Source: an optimization exercise on an open RTL-to-GDS flow (aim: small area, a short achievable clock period and few clock cycles). Production flows keep margins and buffers that such runs may drop.
Where RTL was checked, it was by simulation tests only, not by an equivalence proof against the original.
Power is estimated from default activity; no workload was simulated.

==> inputs of xenon <==
// upb
module upb (
    input  wire        clk,
    input  wire        rst,           
    input  wire        cmd_valid,
    output wire        cmd_ready,
    input  wire [39:0] cmd,
    output wire [31:0] res,
    output wire [3:0]  flt,
    output wire [1:0]  st,
    output wire        tx_valid,
    output wire [7:0]  tx_data,
    input  wire        rx_valid,
    output wire        rx_ready,
    input  wire [7:0]  rx_data,
    output wire [23:0] mem_addr,
    input  wire [7:0]  mem_rdata
);
Settings: LEC_CHECK=0, ABC_CLOCK_PERIOD_IN_PS=3000, CAP_MARGIN=20, CORE_MARGIN=2, CORE_UTILIZATION=60, SLEW_MARGIN=20; clock period 12.0 ns.
standard.sh (not shown) runs the stock make flow with config.mk's settings and CLKGATE_MAP_FILE= SYNTH_SCRIPT=/design/flow/synth_recipe.tcl, a recipe that flattens the netlist after the stock synthesis.
==> flow/flow/run.sh <==
#!/bin/bash
set -euo pipefail
bash standard.sh SETUP_SLACK_MARGIN=8.6 finish > standard_make.log 2>&1
==> inputs of ember, as changes to xenon <==
==> flow/flow/run.sh (replaced) <==
#!/bin/bash
set -euo pipefail
bash standard.sh SETUP_SLACK_MARGIN=8.45 finish > standard_make.log 2>&1
Settings changed: CORE_UTILIZATION 60 to 45.
==> summary.md <==
| Metric | Value |
|---|---|
| Fraction of layout cells with a size suffix above 1 | 0.163 |
| Number of fill cells | 6224 |
| Worst Tran Pin Value | 1.11 ns |
| Status | timing/DRC/antenna clean |
| Ant diodes | 0 |
| Clock network area share | 0.0713 |
| M1 wire length | 52.7 mm |
| M1 GR Usage | 0.457 |
| Hold EP | rlen[73] |
| CP Cell Sequence | buf_12 > buf_6 |
| Final worst slack | between 8 and 9 ns |
| Leak pwr | 14.1 nW |
| Switching part of the total power | 0.264 |
[end of results for ember]
==> summary.md <==
| Metric | Value |
|---|---|
| Clock network area share | 0.0701 |
| CP Cell Sequence | buf_6 |
| M1 wire length | around 45 mm |
| Multi-input gate area | 15800 sq um |
| Leak pwr | 14.3 nW |
| Fraction of layout cells with a size suffix above 1 | 0.184 |
| Switching part of the total power | 0.265 |
| Final worst slack | between 8 and 9 ns |
| Number of fill cells | 3510 |
| Status | timing/DRC/antenna clean |
| M1 GR Usage | 0.554 |
| Worst Tran Pin Value | 1.10 ns |
[end of results for xenon]
No functional check of the RTL was part of any run of this note.

* * *

==> inputs of trial 25 <==
Another version of the RTL of upb (not shown whole).
clock: 12.0 ns
lec_check: 0
abc_clock_period_in_ps: 3000
cap_margin: 20
core_margin: 2
core_utilization: 45
slew_margin: 20
==> flow/flow/run.sh <==
#!/bin/bash
set -euo pipefail
bash standard.sh SETUP_SLACK_MARGIN=8.5 finish > standard_make.log 2>&1
==> trial 23: changes against trial 25 <==
Settings changed: CTS_CLUSTER_DIAMETER set to 100, CTS_CLUSTER_SIZE set to 30.
==> qor summary <==
	trial 23	trial 25
Power drawn by the combinational cells	0.000520 W	0.000517 W
Most used cell along the critical path	sky130_fd_sc_hd__or3_4	sky130_fd_sc_hd__buf_6
Period utilization	30.5%	30.1%
Total power divided by cell area	121 mW/mm2	148 mW/mm2
Clock buffer count in the final layout	36	100
Detail Route met2 WL	51,900 um	52,200 um
Status	finished clean	finished clean
Clock Network Area Fraction	2.66%	7.29%
Fillers	6,272	6,098
Iteration count of the initial detailed-routing pass	6	8
Register share of total power	58.3%	45.4%
Count of buffering cells on the critical path with inverters included	1	4
NumNets Final	3,699	3,747
Global-route wire length before repair	171,000 um	174,000 um
Worst IR drop on VDD	0.189 mV	0.148 mV
Start point of the worst min-delay path	rlen[52]	rptr[96]
Total power consumption of the routed design	0.00439 W	0.00564 W
Highest fanout seen on the critical path	2	8
Combined area of the multi-input logic cells	0.0157 mm2	0.0157 mm2
Area Growth Syn to Fin	16.3%	22.0%
Testbench counts of trial 25, summed over its fixed seeds: cycles 72,056.
Testbench counts of trial 23, summed over its fixed seeds: cycles 72,056.

* * *

==> inputs of amber <==
Another version of the RTL of upb (not shown whole).
export LEC_CHECK = 0
export ABC_CLOCK_PERIOD_IN_PS = 3000
export CAP_MARGIN = 20
export CORE_MARGIN = 2
export CORE_UTILIZATION = 45
export CTS_CLUSTER_DIAMETER = 90
export CTS_CLUSTER_SIZE = 24
export SLEW_MARGIN = 20
create_clock -name core_clock -period 12.0 [get_ports {clk}]
Scripts as last shown in full above: flow/flow/run.sh
==> inputs of juniper, as changes to amber <==
--- a/flow/design.v
+++ b/flow/design.v
@@ -221,39 +221,34 @@
             2'd0: rx_head = rxq[7:0];
             2'd1: rx_head = rxq[15:8];
             2'd2: rx_head = rxq[23:16];
             default: rx_head = rxq[31:24];
         endcase
     end
     wire rx_push = rx_valid && rxr;
     wire s_emit = seq_run && !sf && (sq == PH_SSYNC || sq == PH_CSYNC || sq == PH_HDR);
-    reg  [3:0] h_n;                   
     reg  [7:0] h_b;
     reg        h_ff;                  
     always @* begin
-        h_n  = 4'd0;
         h_b  = arg[7:0];
         h_ff = 1'b0;
-        if (is_txraw) h_n = 4'd1;
-        if (is_ltx)   begin h_n = 4'd1; h_b = {7'h7F, lfsr[0]}; end
-        if (is_fsync) begin h_n = 4'd2; h_b = (ek[0] == 1'b0) ? 8'hFF : arg[7:0]; end
-        if (is_fbyte) begin h_n = 4'd1; h_ff = (arg[7:0] == 8'hFF); end
+        if (is_ltx)   h_b = {7'h7F, lfsr[0]};
+        if (is_fsync) h_b = (ek[0] == 1'b0) ? 8'hFF : arg[7:0];
+        if (is_fbyte) h_ff = (arg[7:0] == 8'hFF);
         if (is_ffield) begin
-            h_n = 4'd4;
             case (ek[1:0])
                 2'd0: h_b = arg[31:24];
                 2'd1: h_b = arg[23:16];
                 2'd2: h_b = arg[15:8];
                 default: h_b = arg[7:0];
             endcase
             h_ff = (h_b == 8'hFF);
         end
         if (is_enc) begin
-            h_n = 4'd11;
             case (ek)
                 4'd0:  h_b = enc_d(arg[2:0]);
                 4'd1:  h_b = enc_d(arg[5:3]);
                 4'd2:  h_b = enc_d(arg[8:6]);
                 4'd3:  h_b = enc_d(arg[11:9]);
                 4'd4:  h_b = enc_d(arg[14:12]);
                 4'd5:  h_b = enc_d(arg[17:15]);
                 4'd6:  h_b = enc_d(arg[20:18]);
@@ -269,17 +264,19 @@
         case (ek)
             4'd0, 4'd1:       enc_need = 3'd1;
             4'd2, 4'd3, 4'd4: enc_need = 3'd2;
             4'd5, 4'd6, 4'd7: enc_need = 3'd3;
             default:          enc_need = 3'd4;
         endcase
     end
     wire h_avail = !is_encm || (xsub >= enc_need);
-    wire h_emit  = go && (h_n != 4'd0) && (ek != h_n) && h_avail;
+    wire h_cmd   = is_txraw || is_ltx || is_fsync || is_fbyte || is_ffield || is_enc;    
+    wire h_end   = (is_fbyte && ek == 4'd1) || (is_ffield && ek == 4'd4);
+    wire h_emit  = go && h_cmd && !h_end && h_avail;
     wire        pop    = (fo != 2'd0) && (pm || (sp && !stf));
     wire        f0ff   = (f0 == 8'hFF);
     wire        popff  = sp && pop && f0ff;
     wire [2:0]  m_now  = {1'b0, fo} + {2'd0, v2} + {2'd0, v1};
     wire        m_mode = pm || sp;
     wire        m_room = m_mode ? ((m_now < 3'd3) || ((m_now == 3'd3) && pop))
                                 : ((m_now < 3'd2) || ((m_now == 3'd2) && pop));
     wire        issue  = !rdz && !popff && m_room;
@@ -302,27 +299,28 @@
                 default:  begin s_b = hdr_b; s_f = (hdr_b == 8'hFF); end
             endcase
         end
     end
     wire s_acc = s_v && !stf;                  
     wire h_acc = h_emit && !stf;               
     wire e_acc = s_acc || h_acc;
     wire e_ff  = (s_acc && s_f) || (h_acc && h_ff);
-    wire h_last  = (ek == h_n - 4'd1);
-    wire h_done  = (h_acc && h_last && !h_ff) || ((h_n != 4'd0) && stf && (ek == h_n));
+    wire h_last  = ((is_txraw || is_ltx || is_fbyte) && ek == 4'd0) || (is_fsync && ek == 4'd1) ||
+                   (is_ffield && ek == 4'd3) || (is_enc && ek == 4'd10);
+    wire h_done  = (h_acc && h_last && !h_ff) || (h_end && stf);
     wire rdr_done = ra_ptr ? at_plo : (ra_len ? at_llo : 1'b1);
     wire [7:0] pvr = {pv[6:0], pv[7]};    
     reg done;
     always @* begin
         done = 1'b0;
         if (fq)
             done = 1'b1;
         else if (go) begin
-            if (h_n != 4'd0)
+            if (h_cmd)
                 done = h_done;
             else if (is_rdr)
                 done = rdr_done;
             else if (is_pptr)
                 done = (rp == c_p);
             else if (is_plen)
                 done = (rq == c_p);
             else if (is_simg)
==> flow/flow/run.sh (replaced) <==
#!/bin/bash
set -euo pipefail
bash standard.sh SETUP_SLACK_MARGIN=8.45 finish > standard_make.log 2>&1
Settings changed: CORE_UTILIZATION 45 to 55, CTS_CLUSTER_DIAMETER 90 to 95, CTS_CLUSTER_SIZE 24 to 27.
==> inputs of delta, as changes to amber <==
--- a/flow/design.v
+++ b/flow/design.v
@@ -31,22 +31,24 @@
     reg         rs_q;                 
     reg         rc_q;                 
     reg         rdy;                  
     reg         pre;                  
     reg         db;                   
     reg         pb;                   
     reg         gq;                   
     reg         fst;                  
-    reg         kr;                   
+    reg  [7:0]  kq;                   
     reg         ar;                   
-    reg         rg;                   
+    reg  [1:0]  rq2;                  
     reg  [39:0] cq;                   
     reg  [2:0]  xsub;                 
     reg         oq, hz;               
+    reg  [3:0]  hk;                   
+    reg  [2:0]  ld;                   
     reg         rx_e0;                
     reg         oacc;                 
     reg  [31:0] res_q;
     reg  [3:0]  flt_q;
     reg  [1:0]  st_q;
     reg  [7:0]  lfsr, sum, lrc;
     reg  [191:0] rptr;                
     reg  [175:0] rlen;                
@@ -56,22 +58,19 @@
     reg  [7:0]  pv;                   
     reg  [2:0]  sq;                   
     reg         sf;                   
     reg         sp;                   
     reg  [3:0]  ek;                   
     reg  [2:0]  reason;
     reg  [3:0]  n_q, cog, scan;
     reg         mk;
-    reg  [19:2] base_q;               
-    reg  [16:2] off_q;
-    reg  [9:2]  chunk_q;
-    wire [19:0] base  = {base_q, 2'b00};
-    wire [16:0] off   = {off_q, 2'b00};
-    wire [9:0]  chunk = {chunk_q, 2'b00};
+    reg  [19:0] base;
+    reg  [16:0] off;
+    reg  [9:0]  chunk;
     reg  [1:0]  flags;
     reg  [7:0]  ackb0, ackb1, ackb2;
     reg  [1:0]  ackn;
     reg  [15:0] paddr;                
     reg         p16, phi;             
     reg  [16:0] rdcnt;                
     reg         rdz;                  
     reg         v1, v2;               
@@ -178,31 +177,33 @@
     wire is_pptr   = (op == OP_PPTR);
     wire is_plen   = (op == OP_PLEN);
     wire is_pdel   = (op == OP_PDEL);
     wire is_sstart = (op == OP_SSTART);
     wire is_enc    = is_encw | is_encm;
     wire [7:0] ra = arg[7:0];
     wire ra_ptr = (ra[7:4] == 4'h1);
     wire ra_len = (ra[7:4] == 4'h2);
+    wire kr     = (kq != 8'd0);
     wire f_busy = kr && (st_q == ST_RUN) && !ar;
-    wire fault  = !kr || f_busy || rg;
+    wire fault  = !kr || f_busy || (rq2 != 2'd0);
     wire fq     = gq && fst && fault;
     wire go     = gq && !(fst && fault);
     wire first  = go && fst;
     wire [23:0] hp = rptr[23:0];      
     wire [21:0] hl = rlen[21:0];      
     wire        rclr   = (clr != 4'd0);
     wire        at_plo = !rclr && (rp == c_lo);
     wire        at_llo = !rclr && (rq == c_lo);
     wire [17:0] oob_s = {1'b0, p16, paddr} + {1'b0, hl[14:0], 2'b00};
     wire        oob   = phi || (hl[21:15] != 7'd0) || oob_s[17] || (oob_s[16] && (oob_s[15:0] != 16'd0));
     wire [16:0] hlen  = {hl[14:0], 2'b00};
     wire        hlz   = (hl[14:0] == 15'd0);
     wire        seq_run  = (st_q == ST_RUN);
+    wire [3:0]  nv_scan  = next_valid(scan, pv);
     wire [3:0]  nv_after = (cog == 4'd8) ? 4'd0 : next_valid(cog + 4'd1, pv);
     wire [10:0] hadd_hi  = base[19:9] + {3'd0, off[16:9]};
     wire [19:0] haddr    = {hadd_hi, base[8:0]};
     reg  [7:0]  hdr_b;
     always @* begin
         case (ek[2:0])
             3'd0: hdr_b = {4'd0, cog};
             3'd1: hdr_b = mk ? 8'hFF : {4'd0, haddr[19:16]};
@@ -230,56 +231,56 @@
     reg  [7:0] h_b;
     reg        h_ff;                  
     always @* begin
         h_n  = 4'd0;
         h_b  = arg[7:0];
         h_ff = 1'b0;
         if (is_txraw) h_n = 4'd1;
         if (is_ltx)   begin h_n = 4'd1; h_b = {7'h7F, lfsr[0]}; end
-        if (is_fsync) begin h_n = 4'd2; h_b = (ek[0] == 1'b0) ? 8'hFF : arg[7:0]; end
+        if (is_fsync) begin h_n = 4'd2; h_b = (hk[0] == 1'b0) ? 8'hFF : arg[7:0]; end
         if (is_fbyte) begin h_n = 4'd1; h_ff = (arg[7:0] == 8'hFF); end
         if (is_ffield) begin
             h_n = 4'd4;
-            case (ek[1:0])
+            case (hk[1:0])
                 2'd0: h_b = arg[31:24];
                 2'd1: h_b = arg[23:16];
                 2'd2: h_b = arg[15:8];
                 default: h_b = arg[7:0];
             endcase
             h_ff = (h_b == 8'hFF);
         end
         if (is_enc) begin
             h_n = 4'd11;
-            case (ek)
+            case (hk)
                 4'd0:  h_b = enc_d(arg[2:0]);
                 4'd1:  h_b = enc_d(arg[5:3]);
                 4'd2:  h_b = enc_d(arg[8:6]);
                 4'd3:  h_b = enc_d(arg[11:9]);
                 4'd4:  h_b = enc_d(arg[14:12]);
                 4'd5:  h_b = enc_d(arg[17:15]);
                 4'd6:  h_b = enc_d(arg[20:18]);
                 4'd7:  h_b = enc_d(arg[23:21]);
                 4'd8:  h_b = enc_d(arg[26:24]);
                 4'd9:  h_b = enc_d(arg[29:27]);
                 default: h_b = enc_f(arg[31:30]);
             endcase
         end
     end
     reg [2:0] enc_need;
     always @* begin
-        case (ek)
+        case (hk)
             4'd0, 4'd1:       enc_need = 3'd1;
             4'd2, 4'd3, 4'd4: enc_need = 3'd2;
             4'd5, 4'd6, 4'd7: enc_need = 3'd3;
             default:          enc_need = 3'd4;
         endcase
     end
-    wire h_avail = !is_encm || (xsub >= enc_need);
-    wire h_emit  = go && (h_n != 4'd0) && (ek != h_n) && h_avail;
+    wire h_avail = !is_encm || (ld >= enc_need);
+    wire h_emit  = go && (h_n != 4'd0) && (hk != h_n) && h_avail;
     wire        pop    = (fo != 2'd0) && (pm || (sp && !stf));
     wire        f0ff   = (f0 == 8'hFF);
     wire        popff  = sp && pop && f0ff;
     wire [2:0]  m_now  = {1'b0, fo} + {2'd0, v2} + {2'd0, v1};
     wire        m_mode = pm || sp;
     wire        m_room = m_mode ? ((m_now < 3'd3) || ((m_now == 3'd3) && pop))
                                 : ((m_now < 3'd2) || ((m_now == 3'd2) && pop));
     wire        issue  = !rdz && !popff && m_room;
@@ -302,18 +303,18 @@
                 default:  begin s_b = hdr_b; s_f = (hdr_b == 8'hFF); end
             endcase
         end
     end
     wire s_acc = s_v && !stf;                  
     wire h_acc = h_emit && !stf;               
     wire e_acc = s_acc || h_acc;
     wire e_ff  = (s_acc && s_f) || (h_acc && h_ff);
-    wire h_last  = (ek == h_n - 4'd1);
-    wire h_done  = (h_acc && h_last && !h_ff) || ((h_n != 4'd0) && stf && (ek == h_n));
+    wire h_last  = (hk == h_n - 4'd1);
+    wire h_done  = (h_acc && h_last && !h_ff) || ((h_n != 4'd0) && stf && (hk == h_n));
     wire rdr_done = ra_ptr ? at_plo : (ra_len ? at_llo : 1'b1);
     wire [7:0] pvr = {pv[6:0], pv[7]};    
     reg done;
     always @* begin
         done = 1'b0;
         if (fq)
             done = 1'b1;
         else if (go) begin
@@ -365,24 +366,25 @@
     wire [9:0] chunk0   = (hlen[16:9] == 8'd0) ? {1'b0, hlen[8:0]} : 10'd512;
     always @(posedge clk) begin
         rs_q <= rst;
         rc_q <= ((rdy && cmd_valid && pre) || db) && i_reset;
         if (rdy || done || do_reset)
             cq <= cmd;
         pre <= cmd_valid && (done || do_reset || (rdy && !cmd_valid));
         if (rdy || db) begin
-            kr    <= (i_kq != 8'd0);
+            kq    <= i_kq;
             ar    <= i_arun;
-            rg    <= i_rg1 || i_rg2;
+            rq2   <= {i_rg2, i_rg1};
         end
         if (rdy) begin
             rx_e0 <= !rx_have;
             xsub  <= 3'd0;
-            if (!seq_run) ek <= 4'd0;
+            hk    <= 4'd0;
+            ld    <= 3'd0;
             oacc  <= 1'b0;
         end
         fst <= rdy || db;
         if (rst) begin
             rdy <= 1'b0;
             gq  <= 1'b0;
             db  <= 1'b0;
         end else if (do_reset) begin
@@ -466,19 +468,19 @@
             sf     <= 1'b0;
             sp     <= 1'b0;
             pm     <= 1'b0;
             reason <= R_NONE;
             n_q    <= 4'd0;
             cog    <= 4'd0;
             scan   <= 4'd0;
             mk     <= 1'b0;
-            base_q  <= 18'd0;
-            off_q   <= 15'd0;
-            chunk_q <= 8'd0;
+            base   <= 20'd0;
+            off    <= 17'd0;
+            chunk  <= 10'd0;
             flags  <= 2'd0;
             ackb0  <= 8'd0;
             ackb1  <= 8'd0;
             ackb2  <= 8'd0;
             ackn   <= 2'd0;
             rdz    <= 1'b1;
         end else begin
             if (fq) begin
@@ -517,25 +519,25 @@
                     pm    <= 1'b1;
                 end
             end
             if (go && is_rdr && rdr_done)
                 res_q <= rdr_val;
             if (go && is_plen && rq == c_p)
                 pv[c_p - 3'd1] <= 1'b1;
             if (h_acc)
-                ek <= ek + 4'd1;
+                hk <= hk + 4'd1;
             if (pm && is_encm && pop) begin
-                case (xsub[1:0])
+                case (ld[1:0])
                     2'd0: cq[7:0]   <= f0;
                     2'd1: cq[15:8]  <= f0;
                     2'd2: cq[23:16] <= f0;
                     default: cq[31:24] <= f0;
                 endcase
-                xsub <= xsub + 3'd1;
+                ld <= ld + 3'd1;
             end
             if (pm && done)
                 pm <= 1'b0;
             if (go && is_simg) begin
                 case (xsub)
                     3'd0: if (at_plo) begin
                               paddr <= hp[15:0]; p16 <= hp[16]; phi <= (hp[23:17] != 7'd0);
                               xsub  <= 3'd1;
@@ -561,37 +563,37 @@
             if (go && is_sstart) begin
                 case (xsub)
                     3'd0: if (!rclr) begin
                               paddr <= hp[15:0]; p16 <= hp[16]; phi <= (hp[23:17] != 7'd0);
                               xsub  <= 3'd1;
                           end
                     3'd1: xsub <= 3'd2;
                     3'd2: begin
-                        xsub <= (ek == 4'd7) ? 3'd3 : 3'd0;
-                        ek   <= ek + 4'd1;
+                        xsub <= (hk == 4'd7) ? 3'd3 : 3'd0;
+                        hk   <= hk + 4'd1;
                         oacc <= oacc || (pvr[rq] && oob);
                     end
                     default: begin
                             if (oacc)
                                 flt_q[2] <= 1'b1;
                             else begin
                                 st_q   <= ST_RUN;
                                 sq     <= PH_SSYNC;
                                 sf     <= 1'b0;
                                 ek     <= 4'd0;
                                 reason <= R_NONE;
                                 n_q    <= {3'd0, pv[0]} + {3'd0, pv[1]} + {3'd0, pv[2]} + {3'd0, pv[3]} +
                                           {3'd0, pv[4]} + {3'd0, pv[5]} + {3'd0, pv[6]} + {3'd0, pv[7]};
                                 cog    <= 4'd0;
                                 scan   <= 4'd1;
                                 mk     <= 1'b0;
-                                base_q  <= 18'd0;
-                                off_q   <= 15'd0;
-                                chunk_q <= 8'd0;
+                                base   <= 20'd0;
+                                off    <= 17'd0;
+                                chunk  <= 10'd0;
                                 ackn   <= 2'd0;
                                 ackb0  <= 8'd0;
                                 ackb1  <= 8'd0;
                                 ackb2  <= 8'd0;
                                 lrc    <= 8'd0;
                                 flags  <= arg[1:0];
                             end
                     end
@@ -602,48 +604,48 @@
                     if (sq == PH_CSYNC) begin
                         case (ek[1:0])
                             2'd0: if (rp == cog[2:0]) begin
                                       paddr <= hp[15:0];
                                       ek    <= 4'd1;
                                   end
                             2'd1: ek <= 4'd2;
                             default: begin
-                                off_q <= 15'd0;
+                                off   <= 17'd0;
                                 mk    <= hlz;
-                                chunk_q <= chunk0[9:2];
+                                chunk <= chunk0;
                                 rdcnt <= {7'd0, chunk0};
                                 rdz   <= hlz;
                                 lrc   <= 8'd0;
                                 sq    <= PH_HDR;
                                 sf    <= 1'b0;
                                 ek    <= 4'd0;
                             end
                         endcase
                     end else begin
                         if (rq == cog[2:0]) begin
                             mk    <= !len_more;
-                            chunk_q <= len_more ? len_chk[9:2] : 8'd0;
+                            chunk <= len_more ? len_chk : 10'd0;
                             rdcnt <= {7'd0, len_chk};
                             rdz   <= !len_more;
                             lrc   <= 8'd0;
                             sq    <= PH_HDR;
                             sf    <= 1'b0;
                             ek    <= 4'd0;
                         end
                     end
                 end else begin
                     case (sq)
                         PH_SSYNC: if (s_acc) begin
-                            if (ek[0]) begin sq <= PH_CSYNC; ek <= 4'd0; cog <= nv_after; end
+                            if (ek[0]) begin sq <= PH_CSYNC; ek <= 4'd0; end
                             else ek <= 4'd1;
                         end
                         PH_CSYNC: if (s_acc) begin
                             if (ek[0]) begin sf <= 1'b1; ek <= 4'd0; end
-                            else ek <= 4'd1;
+                            else begin cog <= nv_scan; ek <= 4'd1; end
                         end
                         PH_HDR: begin
                             if ((s_acc && ek == 4'd7 && !s_f) || (stf && ek == 4'd8)) begin
                                 ackn <= 2'd0;
                                 ek   <= 4'd0;
                                 sq   <= mk ? PH_ACK : PH_PAY;
                                 sp   <= !mk;
                             end else if (s_acc)
@@ -666,44 +668,42 @@
                             if (!mk && ackn == 2'd2) begin
                                 if (ackb0 != 8'hFF) begin
                                     st_q <= ST_ABORTED; sq <= PH_NONE; reason <= R_MISSSYNC;
                                 end else if (ackb1 != {4'd0, cog}) begin
                                     st_q <= ST_ABORTED; sq <= PH_NONE; reason <= R_COGMIS;
                                 end else if (rx_head != lrc) begin
                                     st_q <= ST_ABORTED; sq <= PH_NONE; reason <= R_CKSUM;
                                 end else if (chunk[9]) begin
-                                    off_q <= {off_hi1, 7'd0};
+                                    off <= {off_hi1, 9'd0};
                                     sf  <= 1'b1;
                                 end else begin
-                                    off_q <= {off_q[16:9], chunk_q[8:2]};
+                                    off   <= {off[16:9], chunk[8:0]};
                                     mk    <= 1'b1;
-                                    chunk_q <= 8'd0;
+                                    chunk <= 10'd0;
                                     lrc   <= 8'd0;
                                     sq    <= PH_HDR;
                                     ek    <= 4'd0;
                                 end
                             end else if (mk && ackn == 2'd1) begin
                                 if (ackb0 != 8'hFF) begin
                                     st_q <= ST_ABORTED; sq <= PH_NONE; reason <= R_MISSSYNC;
                                 end else if (rx_head != {4'd0, cog}) begin
                                     st_q <= ST_ABORTED; sq <= PH_NONE; reason <= R_COGMIS;
                                 end else
                                     sq <= PH_NEXT;
                             end
                         end
                         PH_NEXT: begin
-                            base_q <= base_q + {3'd0, off_q};
+                            base <= base + {3'd0, off};
                             scan <= cog + 4'd1;
                             mk   <= 1'b0;
                             ek   <= 4'd0;
-                            if (nv_after != 4'd0) begin
-                                sq  <= PH_CSYNC;
-                                cog <= nv_after;
-                            end
+                            if (nv_after != 4'd0)
+                                sq <= PH_CSYNC;
                             else begin
                                 st_q <= ST_SUCCESS;
                                 sq   <= PH_NONE;
                             end
                         end
                         default: ;
                     endcase
                 end
Settings changed: CTS_CLUSTER_DIAMETER 90 to 100, CTS_CLUSTER_SIZE 24 to 30.
==> inputs of garnet, as changes to amber <==
--- a/flow/design.v
+++ b/flow/design.v
@@ -221,39 +221,34 @@
             2'd0: rx_head = rxq[7:0];
             2'd1: rx_head = rxq[15:8];
             2'd2: rx_head = rxq[23:16];
             default: rx_head = rxq[31:24];
         endcase
     end
     wire rx_push = rx_valid && rxr;
     wire s_emit = seq_run && !sf && (sq == PH_SSYNC || sq == PH_CSYNC || sq == PH_HDR);
-    reg  [3:0] h_n;                   
     reg  [7:0] h_b;
     reg        h_ff;                  
     always @* begin
-        h_n  = 4'd0;
         h_b  = arg[7:0];
         h_ff = 1'b0;
-        if (is_txraw) h_n = 4'd1;
-        if (is_ltx)   begin h_n = 4'd1; h_b = {7'h7F, lfsr[0]}; end
-        if (is_fsync) begin h_n = 4'd2; h_b = (ek[0] == 1'b0) ? 8'hFF : arg[7:0]; end
-        if (is_fbyte) begin h_n = 4'd1; h_ff = (arg[7:0] == 8'hFF); end
+        if (is_ltx)   h_b = {7'h7F, lfsr[0]};
+        if (is_fsync) h_b = (ek[0] == 1'b0) ? 8'hFF : arg[7:0];
+        if (is_fbyte) h_ff = (arg[7:0] == 8'hFF);
         if (is_ffield) begin
-            h_n = 4'd4;
             case (ek[1:0])
                 2'd0: h_b = arg[31:24];
                 2'd1: h_b = arg[23:16];
                 2'd2: h_b = arg[15:8];
                 default: h_b = arg[7:0];
             endcase
             h_ff = (h_b == 8'hFF);
         end
         if (is_enc) begin
-            h_n = 4'd11;
             case (ek)
                 4'd0:  h_b = enc_d(arg[2:0]);
                 4'd1:  h_b = enc_d(arg[5:3]);
                 4'd2:  h_b = enc_d(arg[8:6]);
                 4'd3:  h_b = enc_d(arg[11:9]);
                 4'd4:  h_b = enc_d(arg[14:12]);
                 4'd5:  h_b = enc_d(arg[17:15]);
                 4'd6:  h_b = enc_d(arg[20:18]);
@@ -269,17 +264,19 @@
         case (ek)
             4'd0, 4'd1:       enc_need = 3'd1;
             4'd2, 4'd3, 4'd4: enc_need = 3'd2;
             4'd5, 4'd6, 4'd7: enc_need = 3'd3;
             default:          enc_need = 3'd4;
         endcase
     end
     wire h_avail = !is_encm || (xsub >= enc_need);
-    wire h_emit  = go && (h_n != 4'd0) && (ek != h_n) && h_avail;
+    wire h_cmd   = is_txraw || is_ltx || is_fsync || is_fbyte || is_ffield || is_enc;    
+    wire h_end   = (is_fbyte && ek == 4'd1) || (is_ffield && ek == 4'd4);
+    wire h_emit  = go && h_cmd && !h_end && h_avail;
     wire        pop    = (fo != 2'd0) && (pm || (sp && !stf));
     wire        f0ff   = (f0 == 8'hFF);
     wire        popff  = sp && pop && f0ff;
     wire [2:0]  m_now  = {1'b0, fo} + {2'd0, v2} + {2'd0, v1};
     wire        m_mode = pm || sp;
     wire        m_room = m_mode ? ((m_now < 3'd3) || ((m_now == 3'd3) && pop))
                                 : ((m_now < 3'd2) || ((m_now == 3'd2) && pop));
     wire        issue  = !rdz && !popff && m_room;
@@ -302,27 +299,28 @@
                 default:  begin s_b = hdr_b; s_f = (hdr_b == 8'hFF); end
             endcase
         end
     end
     wire s_acc = s_v && !stf;                  
     wire h_acc = h_emit && !stf;               
     wire e_acc = s_acc || h_acc;
     wire e_ff  = (s_acc && s_f) || (h_acc && h_ff);
-    wire h_last  = (ek == h_n - 4'd1);
-    wire h_done  = (h_acc && h_last && !h_ff) || ((h_n != 4'd0) && stf && (ek == h_n));
+    wire h_last  = ((is_txraw || is_ltx || is_fbyte) && ek == 4'd0) || (is_fsync && ek == 4'd1) ||
+                   (is_ffield && ek == 4'd3) || (is_enc && ek == 4'd10);
+    wire h_done  = (h_acc && h_last && !h_ff) || (h_end && stf);
     wire rdr_done = ra_ptr ? at_plo : (ra_len ? at_llo : 1'b1);
     wire [7:0] pvr = {pv[6:0], pv[7]};    
     reg done;
     always @* begin
         done = 1'b0;
         if (fq)
             done = 1'b1;
         else if (go) begin
-            if (h_n != 4'd0)
+            if (h_cmd)
                 done = h_done;
             else if (is_rdr)
                 done = rdr_done;
             else if (is_pptr)
                 done = (rp == c_p);
             else if (is_plen)
                 done = (rq == c_p);
             else if (is_simg)
==> flow/flow/run.sh (replaced) <==
#!/bin/bash
set -euo pipefail
bash standard.sh SETUP_SLACK_MARGIN=8.4 finish > standard_make.log 2>&1
Settings changed: CTS_CLUSTER_DIAMETER 90 to 95, CTS_CLUSTER_SIZE 24 to 27.
==> run notes <==
metric	garnet	amber	delta	juniper
Worst slew margin	22.8%	21.1%	31.8%	18.2%
Syn avg cell area	9.13 µm²	9.20 µm²	9.25 µm²	9.13 µm²
Parity-gate share of the synthesized area counting xor and xnor cells	3.43%	3.35%	3.20%	3.43%
Antenna violations before repair	9	4	4	2
Clock-pin slew on the worst setup and hold paths	0.10 ns	0.10 ns	0.12 ns	0.10 ns
Proportion of synthesized chip area in sequential cells	48.3%	48.5%	49.0%	48.3%
Library cells used by synthesis	105	99	94	105
Switching pwr	1.28 mW	1.22 mW	1.22 mW	1.21 mW
Total routing resource utilization after global routing	34.7%	35.2%	32.1%	38.4%
Combined buffer and inverter count along the critical path	2	1	2	2
Proportion of power drawn by the clock network	33.7%	34.2%	32.9%	32.2%
Outcome	finished clean	finished clean	finished clean	finished clean
Overall die width	265 µm	265 µm	268 µm	240 µm
Setup slack, reg-to-reg	8.43 ns	8.15 ns	8.50 ns	8.42 ns
Largest class	multi-input combinational cells	multi-input combinational cells	sequential cells	multi-input combinational cells
Synthesized-area fraction occupied by ao, oa, aoi and oai cells	19.7%	19.4%	19.0%	19.7%
Testbench counts of juniper, summed over its fixed seeds: cycles 72,184.
Testbench counts of delta, summed over its fixed seeds: cycles 72,184.
Testbench counts of garnet, summed over its fixed seeds: cycles 72,184.
Function not checked in amber: the RTL went through the layout flow alone.

==> what the ideal ports hide <==
How much do the figures lean on ideal ports? The routed layouts below were timed once more, with nothing changed but the port constraints. Step 1, drivers: a clkbuf_16 drives clk and a buf_2 each remaining input, both assumed. Step 2, shift: input delay + t, output delay - t, t = (earliest + latest rising clock arrival at the registers) / 2. This alone moves slack from input paths to output paths. Slacks: ideal / step 1 / step 2; pairs: ideal / step 1.
run	t (ns)	setup slack, ns	worst setup path after step 2	clock arrival spread, ns
xenon	0.701	8.457 / 8.392 / 7.975	input to register	0.035 / 0.034
ember	0.709	8.402 / 8.334 / 7.829	input to register	0.066 / 0.065
trial 25	0.695	8.383 / 8.373 / 7.737	input to register	0.031 / 0.031
trial 23	0.707	8.345 / 8.355 / 7.661	input to register	0.028 / 0.028
amber	0.675	8.149 / 8.149 / 8.056	input to register	0.033 / 0.033
juniper	0.661	8.423 / 8.367 / 7.986	input to register	0.042 / 0.041
delta	0.677	8.396 / 8.331 / 7.964	input to register	0.030 / 0.031
garnet	0.681	8.403 / 8.337 / 7.953	input to register	0.030 / 0.030
After both steps every run listed still meets setup and hold. For trial 23, which loses most, drivers alone change the setup slack by +0.010 ns; drivers and shift together by -0.684 ns.
